Background: an optimization exercise with open tools, aiming at small area, a short achievable clock period and few clock cycles. Do not read the settings as production practice.
No run shown here included a check of the RTL's function; only the layout flow was run.
Power is estimated from default activity; no workload was simulated.

File: flow/config.mk
export PLATFORM = sky130hd
export DESIGN_NAME = cpu4
export DESIGN_NICKNAME = cpu4
export VERILOG_FILES = /design/flow/design.v
export SDC_FILE = /design/flow/constraint.sdc
export NUM_CORES = 4
export LEC_CHECK = 0
export CAP_MARGIN = 20
export CORE_MARGIN = 2
export CORE_UTILIZATION = 40
export SLEW_MARGIN = 20
File: flow/run.sh
#!/bin/bash
# synth_recipe.tcl (not shown) runs the flow's synth.tcl, then flattens the netlist and writes it again
# the make line also repeats each setting of config.mk as NAME=value (left out here)
make -C /OpenROAD-flow-scripts/flow DESIGN_CONFIG=/design/flow/config.mk WORK_HOME=/design/flow/orfs CLKGATE_MAP_FILE= SYNTH_SCRIPT=/design/flow/synth_recipe.tcl finish
File: flow/design.v
module cpu4 (
    input  wire       clk,
    input  wire       rst,         
    output wire [7:0] rom_addr,
    input  wire [7:0] rom_data,
    input  wire       img_we,
    input  wire [3:0] img_addr,
    input  wire [3:0] img_data,
    input  wire       in_valid,
    input  wire [3:0] in_data,
    input  wire [3:0] sw_toggle,
    output wire       out_valid,
    output wire [3:0] out_data,
    output wire [3:0] led,
    output wire [3:0] sw,
    output wire       waiting,
    output wire       halted
);
    reg  [7:0] pc;
    reg  [3:0] acc;
    reg        zf, cf;
    reg  [4:0] sp;            
    reg  [3:0] ram   [0:15];
    reg  [7:0] stack [0:15];  
    reg  [3:0] led_r;
    reg  [3:0] sw_r;
    reg        jp;            
    reg        wt;            
    reg        ht;            
    reg        ov;            
    wire [3:0] op = rom_data[7:4];
    wire [3:0] n  = rom_data[3:0];
    wire       run      = ~jp & ~wt & ~ht & ~img_we;
    wire [3:0] ram_n    = ram[n];
    wire [3:0] ram_ind  = ram[ram_n];
    wire [4:0] sum      = {1'b0, acc} + {1'b0, ram_n};
    wire [4:0] diff     = {1'b0, acc} - {1'b0, ram_n};
    wire [7:0] pc_inc   = pc + 8'd1;
    wire [7:0] pc_inc2  = pc + 8'd2;
    wire       sp_full  = sp[4];
    wire       sp_empty = (sp == 5'd0);
    wire [3:0] sp_dec   = sp[3:0] - 4'd1;
    wire [7:0] stk_top  = stack[sp_dec];
    wire is_ext = (op == 4'hF);
    wire x_rst  = is_ext && (n == 4'h1);
    reg        ram_we;
    reg  [3:0] ram_wa;
    reg  [3:0] ram_wd;
    always @(*) begin
        ram_we = 1'b0;
        ram_wa = n;
        ram_wd = acc;
        if (img_we) begin
            ram_we = 1'b1;
            ram_wa = img_addr;
            ram_wd = img_data;
        end else if (wt) begin
            ram_we = in_valid;
            ram_wa = 4'd14;
            ram_wd = in_data;
        end else if (run && op == 4'h3) begin
            ram_we = 1'b1;
        end else if (run && op == 4'hA) begin
            ram_we = 1'b1;
            ram_wa = ram_n;
        end
    end
    wire ram_clr = rst | (run & x_rst);
    integer i;
    always @(posedge clk) begin
        for (i = 0; i < 16; i = i + 1)
            if (ram_clr || (ram_we && ram_wa == i))
                ram[i] <= ram_clr ? 4'd0 : ram_wd;
    end
    wire stk_push = run && !sp_full && (op == 4'hE || rom_data == 8'hF4);
    wire [7:0] stk_wd = (op == 4'hE) ? pc_inc2 : {4'd0, acc};
    always @(posedge clk) begin
        if (stk_push)
            stack[sp[3:0]] <= stk_wd;
    end
    always @(posedge clk) begin
        if (rst) begin
            pc    <= 8'd0;
            acc   <= 4'd0;
            zf    <= 1'b0;
            cf    <= 1'b0;
            sp    <= 5'd0;
            led_r <= 4'd0;
            jp    <= 1'b0;
            wt    <= 1'b0;
            ht    <= 1'b0;
            ov    <= 1'b0;
        end else begin
            ov <= 1'b0;
            if (img_we || ht) begin
            end else if (wt) begin
                if (in_valid) begin
                    acc <= in_data;
                    zf  <= (in_data == 4'd0);
                    wt  <= 1'b0;
                end
            end else if (jp) begin
                pc <= rom_data;
                jp <= 1'b0;
            end else begin
                pc <= pc_inc;
                case (op)
                4'h0: ;
                4'h1: begin
                    if (n == 4'd14) begin
                        wt <= 1'b1;
                    end else begin
                        acc <= ram_n;
                        zf  <= (ram_n == 4'd0);
                    end
                end
                4'h2: begin
                    acc <= n;
                    zf  <= (n == 4'd0);
                end
                4'h3: begin
                    if (n == 4'd15)
                        led_r <= acc;
                end
                4'h4: begin
                    acc <= sum[3:0];
                    cf  <= sum[4];
                    zf  <= (sum[3:0] == 4'd0);
                end
                4'h5: begin
                    acc <= diff[3:0];
                    cf  <= diff[4];
                    zf  <= (diff[3:0] == 4'd0);
                end
                4'h6: begin
                    acc <= acc & ram_n;
                    zf  <= ((acc & ram_n) == 4'd0);
                end
                4'h7: begin
                    acc <= acc | ram_n;
                    zf  <= ((acc | ram_n) == 4'd0);
                end
                4'h8: begin
                    acc <= acc ^ ram_n;
                    zf  <= ((acc ^ ram_n) == 4'd0);
                end
                4'h9: begin
                    acc <= ram_ind;
                    zf  <= (ram_ind == 4'd0);
                end
                4'hA: ;
                4'hB: jp <= 1'b1;
                4'hC: if (zf) jp <= 1'b1; else pc <= pc_inc2;
                4'hD: if (cf) jp <= 1'b1; else pc <= pc_inc2;
                4'hE: begin
                    jp <= 1'b1;
                    if (!sp_full)
                        sp <= sp + 5'd1;
                end
                default: begin
                    case (n)
                    4'h0: ht <= 1'b1;
                    4'h1: begin
                        pc    <= 8'd0;
                        acc   <= 4'd0;
                        zf    <= 1'b0;
                        cf    <= 1'b0;
                        sp    <= 5'd0;
                        led_r <= 4'd0;
                    end
                    4'h2: ov <= 1'b1;
                    4'h3: begin
                        acc <= ~acc;
                        zf  <= (acc == 4'hF);
                    end
                    4'h4: if (!sp_full) sp <= sp + 5'd1;
                    4'h5: if (!sp_empty) begin
                        acc <= stk_top[3:0];
                        sp  <= sp - 5'd1;
                    end
                    4'h6: if (!sp_empty) begin
                        pc <= stk_top;
                        sp <= sp - 5'd1;
                    end
                    default: ;
                    endcase
                end
                endcase
            end
        end
    end
    always @(posedge clk) begin
        if (rst)
            sw_r <= 4'd0;
        else
            sw_r <= sw_r ^ sw_toggle;
    end
    assign rom_addr  = pc;
    assign out_valid = ov;
    assign out_data  = acc;
    assign led       = led_r;
    assign sw        = sw_r;
    assign waiting   = wt;
    assign halted    = ht;
endmodule
File: flow/constraint.sdc
create_clock -name core_clock -period 5.0 [get_ports {clk}]
set_input_delay 1.0000 -clock core_clock [delete_from_list [all_inputs] [get_ports {clk}]]
set_output_delay 1.0000 -clock core_clock [all_outputs]
set_load 0.01 [all_outputs]
==> metrics.md, run 1 <==
| Metric | Value |
|---|---|
| Status | `complete, no violations` |
| Setup Fix Bufs, Post-CTS | `0` |
| First-pass DRT Iterations | `6` |
| Dpl hpwl | `roughly 25 mm` |
| Max-cap violations | `0` |
| CTS root buf | `clkbuf_16` |
| Crit Path Max Fanout | `37` |
| Core Area | `a little under 0.03 mm^2` |
| Gr usage total | `0.2238` |
| Setup crit start kind | `input pin` |
| WP data arrival | `4.61 ns` |
| Top Ports | `51` |
| Crit-path max cell delay | `approximately 0.52 ns` |
| DR iter-0 viols | `approximately 1100` |
| Syn Inst Count | `roughly 1000` |
| CTS resizes | `0` |
| H-tree depth | `1` |
| Adder-Cell Fraction of Synth Area | `0.02250` |
| First-pass GRT wire length | `between 50 and 60 mm` |
| Internal power | `around 3.6 mW` |
| Clock tree from TritonCTS | `built` |
| Synthesized area | `approximately 0.012 mm^2` |
| Die area | `0.03087 mm^2` |
| Leak | `about 4.6 nW` |
| Vias | `~9000` |
| Crit Path Category | `in2reg` |
| Area of the multi-input gates | `roughly 0.0050 mm^2` |
| Grt ovf | `0` |
| Syn_area_per_cell | `around 12 um^2` |
| Synthesis-to-finish area growth | `18.79%` |
| Ys flop type | `edfxtp_1` |
| Maximum root-to-sink buffer count | `3` |
| CP Data Required Time | `between 5 and 6 ns` |
| XOR/XNOR Fraction of Synth Area | `0.01263` |
| Sequential fraction of the synthesis area | `0.5417` |
| Crit end category | `flop` |
| Cell Rows | `62` |
| Final Hold Slack | `0.4558 ns` |
| Setup Skew | `0.01314 ns` |
| Final Hold Fails | `0` |
| Initial Utilization | `0.4086` |
| TNS Setup | `0 ns` |
| Slew Viols, Final | `0` |
| Cell area power density | `roughly 350 mW/mm^2` |
| Quantity of I/O buffers inserted on ports | `50` |
| Sequential share of power | `0.439` |
| Final wirelength | `~35 mm` |
| Vert. Die Dim | `175.7 um` |
| RSZ-0062 raised after global routing | `false` |
| Fmax | `0.2394 GHz` |
| Routed Antenna Nets | `0` |
| R2R Path Start | `wt$_SDFFE_PP0N_` |
| R2r setup slk | `between 1 and 1.5 ns` |
| Largest family of logic cells by synthesized area | `simple AND/OR/NAND/NOR gates` |
| Fill count | `~2600` |
| DRC Markers | `0` |
| CTS clk-pin slew, worst paths | `0.06 ns` |
| Hold_sp | `led_r[1]$_SDFFE_PP0P_` |
| Fin crit share | `0.8353` |
| Fin crit period | `4.177 ns` |
| Final core occ | `0.4853` |
| Synthesis Warnings | `2` |
| CP max stage cell | `or4b_1` |
| Combinational fraction of design power | `0.131` |
| Critical path origin | `rom_data[1]` |
| Post-DR vias/cell | `5.999` |
| Mux share of post-synthesis cell area | `0.09880` |
| Final setup vio count | `0` |
| Slew HR | `0.4221` |
| WL per Instance | `~23 um` |
| DIE WIDTH | `around 180 um` |
| Least-Margin Pin Slew | `0.8657 ns` |
| Post-layout nets | `between 1000 and 1500` |
| Initial antenna violation count | `0` |
| Syn Nets | `roughly 1100` |
| CTS Sinks | `223` |
| Layout cell share with drive strength beyond 1 | `0.1613` |
| Seq cells post-synth | `between 200 and 250` |
| N_diodes | `0` |
| Simple-gate area share of the yosys netlist | `0.1457` |
| Largest net degree at the start of global routing | `39` |
| Post-synth EDFFs | `192` |
| Vias in the first global route | `about 8600` |
| Gpl congestion | `around 0.97` |
| Switching pwr | `between 1 and 1.5 mW` |
| Worst-Skew Late Latency | `0.55 ns` |
| Max VDD drop | `approximately 0.28 mV` |
| Synth cell types | `84` |
| Hold buffer count at cts | `0` |
| Total power | `roughly 5 mW` |
| Crit-path cells | `clkdlybuf4s50_1 > buf_12 > and2_1 > a22o_1 > a2111o_1 > o21a_2 > inv_2 > buf_4 > mux2i_1 > o211ai_1 > o2111a_1 > or4b_1 > o41ai_2` |
| Compound-Gate Fraction of Synth Area | `0.1402` |
| Clock Power Share | `0.430` |
| CTS buffer count | `26` |
| Seq. cell area | `between 0.006 and 0.007 mm^2` |
| Async S/R FF share, synth | `0` |
| Sw Share | `0.2539` |
| Hold Crit Class | `reg2reg` |
-- through the flow --
step	instances	setup WS [ns]	instance area, um^2
after floorplan	1002	0.8570	11790
after global placement	1447	0.4365	13040
after detailed placement	1447	0.3733	13040
after CTS	1494	0.9164	14010
after global routing	1494	0.7366	14010
final	1494	0.8234	14010
-- per-layer routing --
metal / GRT usage / share of wire
met1: 0.3064 / 0.42
met2: 0.3602 / 0.47
met3: 0.03615 / 0.071
met4: 0.08299 / 0.038
met5: 0 / 0
-- logic make-up (layout without fill, tap and decap cells) --
| logic type | count (synthesis) | in the layout |
|---|---|---|
| AND/OR/NAND/NOR | 337 | 337 |
| AO/OA/AOI/OAI | 242 | 242 |
| flip-flops | 223 | 223 |
| buffers and inverters | 92 | 200 |
| multiplexers | 71 | 71 |
| adder cells (fa/ha/maj) | 20 | 20 |
| XOR/XNOR | 17 | 17 |
-- critical path, delay by kind of cell --
family	cells	cell delay [ns]
multiplexers	1	0.24
AND/OR/NAND/NOR	2	0.77
buffers and inverters	4	1.07
AO/OA/AOI/OAI	6	1.51
-- cell usage after synthesis, types with 8 or more instances --
master    number  share of area
edfxtp_1     192           0.49
nor2_1        91          0.029
nand2_1       82          0.026
a21oi_1       59          0.025
o21ai_0       46          0.020
mux4_2        36          0.069
mux2i_1       32          0.027
dfxtp_1       31          0.053
clkbuf_1      28         0.0089
nand3_1       24          0.010
nand3b_1      24          0.015
inv_1         22         0.0070
nor3_1        20         0.0085
nand2b_1      19          0.010
ha_1          18          0.019
nand4_1       16         0.0085
buf_2         15         0.0064
nor2b_1       12         0.0064
o221ai_1      11         0.0082
xnor2_1       11         0.0082
a31oi_1       10         0.0053
buf_6         10         0.0096
o211ai_1      10         0.0064
o22ai_1       10         0.0053
o31ai_1        9         0.0057
and2_1         8         0.0042
and3_1         8         0.0042
-- power by group through the flow --
stage | clock network [mW] | registers (mW) | logic [mW]
4_1_cts | 2.13 | 2.13 | 0.624
3_5_place_dp | 0 | 2.17 | 0.621
5_1_grt | 2.21 | 2.13 | 0.681
6_report | 2.09 | 2.13 | 0.637
2_1_floorplan | 0 | 2.14 | 0.393
3_3_place_gp | 0 | 2.17 | 0.629
-- registers in the layout, summed over array words and instances (netlist names) --
name,flops
acc,4
cf,1
ht,1
jp,1
led_r,4
ov,1
pc,8
ram,64
sp,5
stack,128
sw_r,4
wt,1
zf,1
-- cell usage in the layout, fill, tap and decap left out, drive strengths merged, types with 19 or more instances in the layout --
cell type / instances
nand2: 82
clkbuf: 34
nand2b: 19
edfxtp: 192
mux4: 36
nand3b: 24
dfxtp: 31
nor3: 20
inv: 29
o21ai: 52
nor2: 93
buf: 75
clkdlybuf4s50: 50
mux2i: 32
a21oi: 59
nand3: 25
-- final cells by class --
type | instances | area share
repair buffers | 125 | 0.07951
clock buffers | 34 | 0.05289
inverters | 28 | 0.007504
flip-flops and latches | 223 | 0.4560
clock inverters | 13 | 0.01617
multi-input cells | 687 | 0.3536
well taps | 384 | 0.03430
-- path summary, 6_finish.rpt --
kind / endpoint / cells past startpoint
worst min-delay path: led_r[1]$_SDFFE_PP0P_ / 2
worst min register to register: led_r[1]$_SDFFE_PP0P_ / 2
worst max register to register: ram[13][3]$_DFFE_PP_ / 10
worst max-delay path: zf$_SDFFE_PP0P_ / 13
==> run 2: changes to the inputs <==
--- a/flow/config.mk
+++ b/flow/config.mk
@@ -7,2 +7,3 @@
 export LEC_CHECK = 0
+export ABC_CLOCK_PERIOD_IN_PS = 2500
 export CAP_MARGIN = 20
@@ -10,2 +11,3 @@
 export CORE_UTILIZATION = 40
+export SETUP_SLACK_MARGIN = 2.0
 export SLEW_MARGIN = 20
==> run 2 against run 1 <==
Still clean on timing, DRC and antenna. Core utilization rose by 6.9 points. First-iteration DRC count rose by 8.4%. Die area did not move. Final cell count rose by 4.8%. Setup slack improved by 0.79 ns. Routed wire length rose by 10%. Register-to-register slack improved by 0.52 ns. Area after synthesis did not move. Largest cell class unchanged. Highest routed layer unchanged.
==> metrics.md, run 2 <==
| Metric | Value |
|---|---|
| Slew Viols, Final | `0 (unchanged)` |
| Post-DR vias/cell | `6.181 (was 5.999)` |
| Area contributors post-synth | `edfxtp_1 49%, mux4_2 6.9%, dfxtp_1 5.3%, nor2_1 2.9%, mux2i_1 2.7% (unchanged)` |
| CTS buffer count | `25 (was 26)` |
| Vert. Die Dim | `175.7 um (unchanged)` |
| Final setup vio count | `0 (unchanged)` |
| Top-area cell type share of the netlist area | `0.4890 (unchanged)` |
| Maximum root-to-sink buffer count | `3 (unchanged)` |
| DRC Markers | `0 (unchanged)` |
| Clock Power Share | `0.358 (was 0.430)` |
| Least-Margin Pin Slew | `0.8423 ns (was 0.8657 ns)` |
| Routed Antenna Nets | `0 (unchanged)` |
| Crit-path cells | `buf_12 > buf_12 > buf_4 > nand3b_1 > a21oi_4 > a2111o_1 > o22a_4 > buf_12 > clkinv_8 > buf_4 > buf_4 > nor2_2 > o221ai_2 > o2111a_2 > or4b_4 > o41ai_2 (was clkdlybuf4s50_1 > buf_12 > and2_1 > a22o_1 > a2111o_1 > o21a_2 > inv_2 > buf_4 > mux2i_1 > o211ai_1 > o2111a_1 > or4b_1 > o41ai_2)` |
| Combinational fraction of design power | `0.196 (was 0.131)` |
| Post-synth EDFFs | `192 (unchanged)` |
| CTS clk-pin slew, worst paths | `0.06 ns (about the same)` |
| Hold Crit Class | `reg2reg (unchanged)` |
| Post-layout nets | `1212 (was 1139)` |
| Commonest cells after routing, fill and taps aside | `192 x edfxtp_1, 99 x buf_4, 69 x nand2_1 (was 192 x edfxtp_1, 90 x nor2_1, 82 x nand2_1)` |
| WL per Instance | `24.51 um (was 23.30 um)` |
| Crit end category | `flop (unchanged)` |
| WP data arrival | `3.82 ns (was 4.61 ns)` |
| Final worst-path setup slack | `1.617 ns (was 0.8234 ns)` |
| Worst-Skew Late Latency | `0.55 ns (about the same)` |
| Initial antenna violation count | `0 (unchanged)` |
| Grt ovf | `0 (unchanged)` |
| Fmax | `0.2956 GHz (was 0.2394 GHz)` |
| Top-count cell post-synth | `edfxtp_1 (unchanged)` |
| Syn_area_per_cell | `11.77 um^2 (unchanged)` |
| Sw Share | `0.2766 (was 0.2539)` |
| Synthesis Warnings | `2 (unchanged)` |
| CP max stage cell | `or4b_4 (was or4b_1)` |
| Max VDD drop | `0.2696 mV (was 0.2783 mV)` |
| Gpl congestion | `0.9638 (was 0.9655)` |
| RSZ-0062 raised after global routing | `true (was false)` |
| CP Data Required Time | `5.44 ns (was 5.43 ns)` |
| First-pass DRT Iterations | `5 (was 6)` |
| Synthesis-to-finish area growth | `35.78% (was 18.79%)` |
| Post-synth top area cell | `edfxtp_1 (unchanged)` |
| Vias in the first global route | `9338 (was 8586)` |
| Crit Path Max Fanout | `10 (was 37)` |
| Quantity of I/O buffers inserted on ports | `50 (unchanged)` |
| Fin crit period | `3.383 ns (was 4.177 ns)` |
| Switching pwr | `1.332 mW (was 1.235 mW)` |
| Setup crit start kind | `input pin (unchanged)` |
| Final wirelength | `38.38 mm (was 34.81 mm)` |
| Synthesized area | `0.01179 mm^2 (unchanged)` |
| Setup slack at placement | `0.4022 ns (was 0.3733 ns)` |
| Top Ports | `51 (unchanged)` |
| Crit Path Category | `in2reg (unchanged)` |
| Internal power | `3.483 mW (was 3.629 mW)` |
| N_diodes | `0 (unchanged)` |
| Syn Nets | `1050 (unchanged)` |
| Fill count | `2374 (was 2573)` |
| Final Hold Fails | `0 (unchanged)` |
| CTS Sinks | `223 (unchanged)` |
| Leak | `5.274 nW (was 4.637 nW)` |
| Dpl hpwl | `25.24 mm (was 24.96 mm)` |
| CTS root buf | `clkbuf_16 (unchanged)` |
| Largest net degree at the start of global routing | `39 (unchanged)` |
| Synth top cells by count | `192 x edfxtp_1, 91 x nor2_1, 82 x nand2_1 (unchanged)` |
| Status | `complete, no violations (unchanged)` |
| Async S/R FF share, synth | `0 (unchanged)` |
| Ys flop type | `edfxtp_1 (unchanged)` |
| Cell area power density | `300.7 mW/mm^2 (was 347.2 mW/mm^2)` |
| DIE WIDTH | `175.7 um (unchanged)` |
| Seq cells post-synth | `223 (unchanged)` |
| Slew HR | `0.4377 (was 0.4221)` |
| TNS Setup | `0 ns (unchanged)` |
| Cell Rows | `62 (unchanged)` |
| H-tree depth | `1 (unchanged)` |
| Clock tree from TritonCTS | `built (unchanged)` |
| Core Area | `0.02886 mm^2 (unchanged)` |
| Fin crit share | `0.6766 (was 0.8353)` |
| Largest register FFs | `128 (unchanged)` |
| Vias | `9680 (was 8963)` |
| Commonest non-fill, non-tap cell in the layout | `edfxtp_1 (unchanged)` |
| Sequential fraction of the synthesis area | `0.5417 (unchanged)` |
| Hold buffer count at cts | `0 (unchanged)` |
| Crit-path max cell delay | `0.52 ns (about the same)` |
| Total power | `4.815 mW (was 4.863 mW)` |
| Setup Skew | `0.03295 ns (was 0.01314 ns)` |
| Gr usage total | `0.2421 (was 0.2238)` |
| First-pass GRT wire length | `57.21 mm (was 52.99 mm)` |
| Die area | `0.03087 mm^2 (unchanged)` |
| DR iter-0 viols | `1216 (was 1122)` |
| Sequential share of power | `0.445 (was 0.439)` |
| Syn Inst Count | `1002 (unchanged)` |
| Layout cell share with drive strength beyond 1 | `0.3384 (was 0.1613)` |
| Synth cell types | `84 (unchanged)` |
| Initial Utilization | `0.4086 (unchanged)` |
| Max-cap violations | `0 (unchanged)` |
## run 2: changes by cell type in the layout (fill, tap and decap cells not counted), moves of 8 or more
cell / delta
a21oi_1: -11
buf_12: +19
buf_4: +28
buf_6: +18
clkdlybuf4s50_1: -8
ha_1: -9
mux2i_1: -8
nand2_1: -13
nand2_2: +11
nor2_1: -22
nor2_4: +17
o21ai_0: -19
o21ai_4: +11
## run 2: power by group through the flow
stage	sequential [mW]	clock (mW)	combinational (mW)
after global routing	2.14	1.83	0.992
after global placement	2.18	0	0.647
after floorplan	2.14	0	0.446
final	2.14	1.72	0.946
after detailed placement	2.17	0	0.646
after CTS	2.14	1.76	0.841
## run 2: path summary, 6_finish.rpt
kind | end | startpoint | slack, ns | depth (start not counted)
setup / recovery | zf$_SDFFE_PP0P_ | rom_data[1] | 1.62 | 16
hold / removal | led_r[2]$_SDFFE_PP0P_ | led_r[2]$_SDFFE_PP0P_ | 0.46 | 2
setup reg to reg | zf$_SDFFE_PP0P_ | ram[7][0]$_DFFE_PP_ | 1.94 | 11
hold reg to reg | led_r[2]$_SDFFE_PP0P_ | led_r[2]$_SDFFE_PP0P_ | 0.46 | 2
## run 2: cell type report
cell class / instances / area [um^2] / share of cell area
Inverter: 28 / 137.6 / 0.008597
Tap cell: 384 / 480.5 / 0.03001
Multi-Input combinational cell: 687 / 6070 / 0.3791
Timing Repair Buffer: 199 / 2165 / 0.1352
Sequential cell: 223 / 6389 / 0.3991
Clock buffer: 27 / 633.1 / 0.03955
Clock inverter: 18 / 135.1 / 0.008441
## run 2: cell families after synthesis
family / after synthesis / share of synthesized area
AND/OR/NAND/NOR: 337 / 0.1457
AO/OA/AOI/OAI: 242 / 0.1402
flip-flops: 223 / 0.5417
buffers and inverters: 92 / 0.03852
multiplexers: 71 / 0.09880
adder cells (fa/ha/maj): 20 / 0.02250
XOR/XNOR: 17 / 0.01263
## run 2: per-layer routing
metal | global-route usage | share of wire | routed length, um
met4 | 0.09056 | 0.047 | 1815
met3 | 0.03442 | 0.078 | 3006
met1 | 0.3239 | 0.40 | 15340
met5 | 0 | 0 | 0
met2 | 0.4016 | 0.47 | 18220
## run 2: per-stage QoR
stage | std cells | instance area, um^2 | hold WS (ns) | utilization
final | 1566 | 16010 | 0.4573 | 0.5548
after CTS | 1535 | 15450 | 0.4590 | 0.5353
after global routing | 1566 | 16010 | 0.4836 | 0.5548
after floorplan | 1002 | 12340 | 0.4762 | -
after global placement | 1415 | 13260 | 0.4417 | 0.4595
after detailed placement | 1415 | 13260 | 0.4502 | 0.4595
## run 2: what timing repair did
item / in CTS / in global routing
setup buffers: 67 / 30
resized for setup: 158 / 72
pin swaps: 53 / 28
endpoints found under the setup margin: 339 / 300
cloned: 8 / 1
## run 2: critical path, delay by kind of cell
family	cells	cell delay (ns)
AO/OA/AOI/OAI	6	1.10
buffers and inverters	7	0.89
AND/OR/NAND/NOR	3	0.81
==> run 3: changes to the inputs <==
--- a/flow/config.mk
+++ b/flow/config.mk
@@ -7,3 +7,3 @@
 export LEC_CHECK = 0
-export ABC_CLOCK_PERIOD_IN_PS = 2500
+export ABC_CLOCK_PERIOD_IN_PS = 3000
 export CAP_MARGIN = 20
@@ -11,3 +11,3 @@
 export CORE_UTILIZATION = 40
-export SETUP_SLACK_MARGIN = 2.0
+export SETUP_SLACK_MARGIN = 1.2
 export SLEW_MARGIN = 20
==> run 3 against run 2 <==
Final cell count down 3.8%. Area after synthesis unchanged. Worst hold slack worse by 0.0074 ns. Still clean. Power down 3.2%. Count of clock-buffer cells in the layout down 1. Largest cell class unchanged. Critical endpoint unchanged. Sequential share of layout area up 5.4 points. Clock skew down 0.0079 ns. Combinational power down 28%. Global-route usage down 1.6 points. Register-to-register slack worse by 0.25 ns. Sequential power about the same. Setup slack worse by 0.27 ns.
==> metrics.md, run 3 <==
| Metric | Value |
|---|---|
| Layout cell share with drive strength beyond 1 | `0.1889 (was 0.3384)` |
| Syn Nets | `1050 (unchanged)` |
| Clock Power Share | `0.397 (was 0.358)` |
| Top-count cell post-synth | `edfxtp_1 (unchanged)` |
| Slew HR | `0.3208 (was 0.4377)` |
| Largest net degree at the start of global routing | `39 (unchanged)` |
| Gpl congestion | `0.9501 (was 0.9638)` |
| Internal power | `3.425 mW (was 3.483 mW)` |
| Hold buffer count at cts | `0 (unchanged)` |
| Commonest non-fill, non-tap cell in the layout | `edfxtp_1 (unchanged)` |
| Setup crit start kind | `input pin (unchanged)` |
| Switching pwr | `1.234 mW (was 1.332 mW)` |
| Sequential fraction of the synthesis area | `0.5417 (unchanged)` |
| Crit Path Max Fanout | `11 (was 10)` |
| Post-layout nets | `1151 (was 1212)` |
| Syn_area_per_cell | `11.77 um^2 (unchanged)` |
| Synthesis-to-finish area growth | `19.56% (was 35.78%)` |
| Vias in the first global route | `8708 (was 9338)` |
| Final Hold Fails | `0 (unchanged)` |
| Vias | `9000 (was 9680)` |
| Synthesized area | `0.01179 mm^2 (unchanged)` |
| Ys flop type | `edfxtp_1 (unchanged)` |
| Dpl hpwl | `25.20 mm (was 25.24 mm)` |
| Hold EP | `led_r[1]$_SDFFE_PP0P_ (was led_r[2]$_SDFFE_PP0P_)` |
| H-tree depth | `1 (unchanged)` |
| Crit end category | `flop (unchanged)` |
| Crit Path Category | `in2reg (unchanged)` |
| Synthesis Warnings | `2 (unchanged)` |
| Post-synth top area cell | `edfxtp_1 (unchanged)` |
| WL per Instance | `23.36 um (was 24.51 um)` |
| Area contributors post-synth | `edfxtp_1 49%, mux4_2 6.9%, dfxtp_1 5.3%, nor2_1 2.9%, mux2i_1 2.7% (unchanged)` |
| R2r setup slk | `1.69 ns (was 1.94 ns)` |
| Reg2Reg Depth | `11 (unchanged)` |
| Hold path depth | `2 (unchanged)` |
| Max VDD drop | `0.3175 mV (was 0.2696 mV)` |
| Crit path buffers/inverters | `1 (was 7)` |
| Crit-path max cell delay | `0.80 ns (was 0.52 ns)` |
| CTS buffer count | `25 (unchanged)` |
| Crit path max-delay family | `compound AO/OA/AOI/OAI gates (unchanged)` |
| Fill count | `2577 (was 2374)` |
| Quantity of I/O buffers inserted on ports | `50 (unchanged)` |
| Final setup vio count | `0 (unchanged)` |
| Die area | `0.03087 mm^2 (unchanged)` |
| Final core occ | `0.4885 (was 0.5548)` |
| Post-DR vias/cell | `5.976 (was 6.181)` |
| Commonest cells after routing, fill and taps aside | `192 x edfxtp_1, 88 x nor2_1, 81 x nand2_1, 81 x buf_4, 59 x a21oi_1 (was 192 x edfxtp_1, 99 x buf_4, 69 x nand2_1)` |
| CP max stage cell | `clkdlybuf4s50_1 (was or4b_4)` |
| Setup Skew | `0.02505 ns (was 0.03295 ns)` |
| Grt ovf | `0 (unchanged)` |
| Total power | `4.660 mW (was 4.815 mW)` |
| Crit-path cells | `clkdlybuf4s50_1 > nor2b_1 > o31a_1 > o211ai_1 > a21boi_0 > o31ai_1 > mux2i_1 > nor2_1 > or4b_1 > o41ai_2 (was buf_12 > buf_12 > buf_4 > nand3b_1 > a21oi_4 > a2111o_1 > o22a_4 > buf_12 > clkinv_8 > buf_4 > buf_4 > nor2_2 > o221ai_2 > o2111a_2 > or4b_4 > o41ai_2)` |
| Fmax | `0.2737 GHz (was 0.2956 GHz)` |
| Syn Inst Count | `1002 (unchanged)` |
| DRC Markers | `0 (unchanged)` |
| Fin crit share | `0.7308 (was 0.6766)` |
| Max-cap violations | `0 (unchanged)` |
| Largest register FFs | `128 (unchanged)` |
| Synth top cells by count | `192 x edfxtp_1, 91 x nor2_1, 82 x nand2_1 (unchanged)` |
| R2R Path Start | `sp[1]$_SDFFE_PP0P_ (was ram[7][0]$_DFFE_PP_)` |
| Cell area power density | `330.6 mW/mm^2 (was 300.7 mW/mm^2)` |
| Status | `complete, no violations (unchanged)` |
| Final wirelength | `35.17 mm (was 38.38 mm)` |
| RSZ-0062 raised after global routing | `false (was true)` |
| Post-synth EDFFs | `192 (unchanged)` |
| Async S/R FF share, synth | `0 (unchanged)` |
| Worst-Skew Late Latency | `0.54 ns (was 0.55 ns)` |
| Initial Utilization | `0.4086 (unchanged)` |
| N_diodes | `0 (unchanged)` |
| Fin crit period | `3.654 ns (was 3.383 ns)` |
| CTS root buf | `clkbuf_16 (unchanged)` |
| WP data arrival | `4.11 ns (was 3.82 ns)` |
| CTS Sinks | `223 (unchanged)` |
| Maximum root-to-sink buffer count | `3 (unchanged)` |
| CTS clk-pin slew, worst paths | `0.07 ns (was 0.06 ns)` |
| Sw Share | `0.2649 (was 0.2766)` |
| Clock tree from TritonCTS | `built (unchanged)` |
| Sequential share of power | `0.458 (was 0.445)` |
| Hold_sp | `led_r[1]$_SDFFE_PP0P_ (was led_r[2]$_SDFFE_PP0P_)` |
| Routed Antenna Nets | `0 (unchanged)` |
| DR iter-0 viols | `1022 (was 1216)` |
| Least-Margin Pin Slew | `1.006 ns (was 0.8423 ns)` |
| First-pass DRT Iterations | `8 (was 5)` |
| Gr usage total | `0.2265 (was 0.2421)` |
| First-pass GRT wire length | `53.43 mm (was 57.21 mm)` |
| Top Ports | `51 (unchanged)` |
| Synth cell types | `84 (unchanged)` |
| CP Data Required Time | `5.46 ns (was 5.44 ns)` |
| Initial antenna violation count | `0 (unchanged)` |
| Slew Viols, Final | `0 (unchanged)` |
| Top-area cell type share of the netlist area | `0.4890 (unchanged)` |
| TNS Setup | `0 ns (unchanged)` |
| Combinational fraction of design power | `0.146 (was 0.196)` |
| RR Endpoint | `pc[3]$_SDFFE_PP0P_ (was zf$_SDFFE_PP0P_)` |
| Hold Crit Class | `reg2reg (unchanged)` |
| Leak | `4.681 nW (was 5.274 nW)` |
| DIE WIDTH | `175.7 um (unchanged)` |
| Core Area | `0.02886 mm^2 (unchanged)` |
| Vert. Die Dim | `175.7 um (unchanged)` |
| Cell Rows | `62 (unchanged)` |
| Seq cells post-synth | `223 (unchanged)` |
## run 3: worst max path at each step
| stage | cells after the start | end | startpoint | slack [ns] |
|---|---|---|---|---|
| after CTS | 16 | acc[2]$_SDFFE_PP0P_ | rom_data[3] | 1.23 |
| after global placement | 11 | ram[10][1]$_DFFE_PP_ | rom_data[3] | 0.37 |
| after detailed placement | 11 | ram[10][2]$_DFFE_PP_ | rom_data[3] | 0.30 |
| final | 10 | zf$_SDFFE_PP0P_ | rom_data[4] | 1.35 |
| after global routing | 12 | ram[5][2]$_DFFE_PP_ | img_we | 1.25 |
| after floorplan | 18 | acc[2]$_SDFFE_PP0P_ | rom_data[2] | 1.16 |
## run 3: cell families (layout without fill, tap and decap cells)
| logic type | count (synthesis) | after routing | share of synthesized area |
|---|---|---|---|
| buffers and inverters | 92 | 212 | 0.03852 |
| multiplexers | 71 | 71 | 0.09880 |
| adder cells (fa/ha/maj) | 20 | 20 | 0.02250 |
| AO/OA/AOI/OAI | 242 | 242 | 0.1402 |
| AND/OR/NAND/NOR | 337 | 337 | 0.1457 |
| XOR/XNOR | 17 | 17 | 0.01263 |
| flip-flops | 223 | 223 | 0.5417 |
## run 3: layout make-up
cell class              count  area (um^2)  area share
flip-flops and latches    223         6387      0.4531
multi-input cells         687         5054      0.3585
repair buffers            138         1227     0.08708
clock buffers              26        629.4     0.04465
well taps                 384        480.5     0.03408
clock inverters            20        207.7     0.01473
inverters                  28        110.1    0.007811
## run 3: power by group through the flow
stage          Sequential (mW)  Combinational (mW)  Clock [mW]
6_report                  2.13               0.680        1.85
5_1_grt                   2.13               0.726        1.95
4_1_cts                   2.13               0.650        1.88
3_5_place_dp              2.17               0.630           0
3_3_place_gp              2.17               0.632           0
2_1_floorplan             2.14               0.403           0
## run 3: what timing repair did
| item | CTS | global route |
|---|---|---|
| cloned | 2 | 0 |
| pin swaps | 2 | 5 |
| resized for setup | 15 | 21 |
| buffers inserted | 3 | 2 |
| endpoints found under the setup margin | 44 | 97 |
## run 3: layer usage
metal / share of wire / GRT usage / up-vias
met1: 0.42 / 0.3058 / 4400
li1: - / - / 4090
met3: 0.065 / 0.03377 / 98
met5: 0 / 0 / -
met2: 0.47 / 0.3676 / 412
met4: 0.044 / 0.09263 / 0
## run 3: worst register-to-register path: cells and delay by family (launching register included)
kind / cells / cell delay (ns)
compound gates: 7 / 1.68
simple gates: 2 / 0.81
buf+inv: 1 / 0.09
flops: 1 / 0.36
fa+ha+maj: 1 / 0.31
## run 3: per-stage QoR
step | instances | area, um^2 | hold slack, ns | worst slack (ns)
final | 1506 | 14100 | 0.4499 | 1.346
after global routing | 1506 | 14100 | 0.4829 | 1.246
after CTS | 1504 | 14040 | 0.4522 | 1.226
after detailed placement | 1453 | 13080 | 0.4442 | 0.3024
after global placement | 1453 | 13080 | 0.4396 | 0.3740
after floorplan | 1002 | 11840 | 0.4762 | 1.163

[port drivers added, routing unchanged]
No port has a modelled driver above. Below, the same layouts with a new extraction and two added sets of constraints. Step 1 assumes that a clkbuf_16 drives the clock port and a buf_2 every other input. Step 2 adds t to the input delays and takes it off the output delays; t is the mean of the earliest and latest rising clock arrival at the registers after step 1. Input paths then give back, and output paths get back, about the clock's delay inside the block. Three values: no drivers, after step 1, after step 2; two values: the first two.
run	t, ns	setup WS [ns]	cell pins on the clock port's net
run 1	0.591	0.823 / 0.851 / 0.261	1
run 2	0.578	1.617 / 1.611 / 1.034	1
run 3	0.583	1.346 / 1.364 / 0.781	1
After both steps setup and hold are still met in every run listed. For run 2, which loses most, drivers alone change the setup slack by -0.006 ns; drivers and shift together by -0.583 ns.
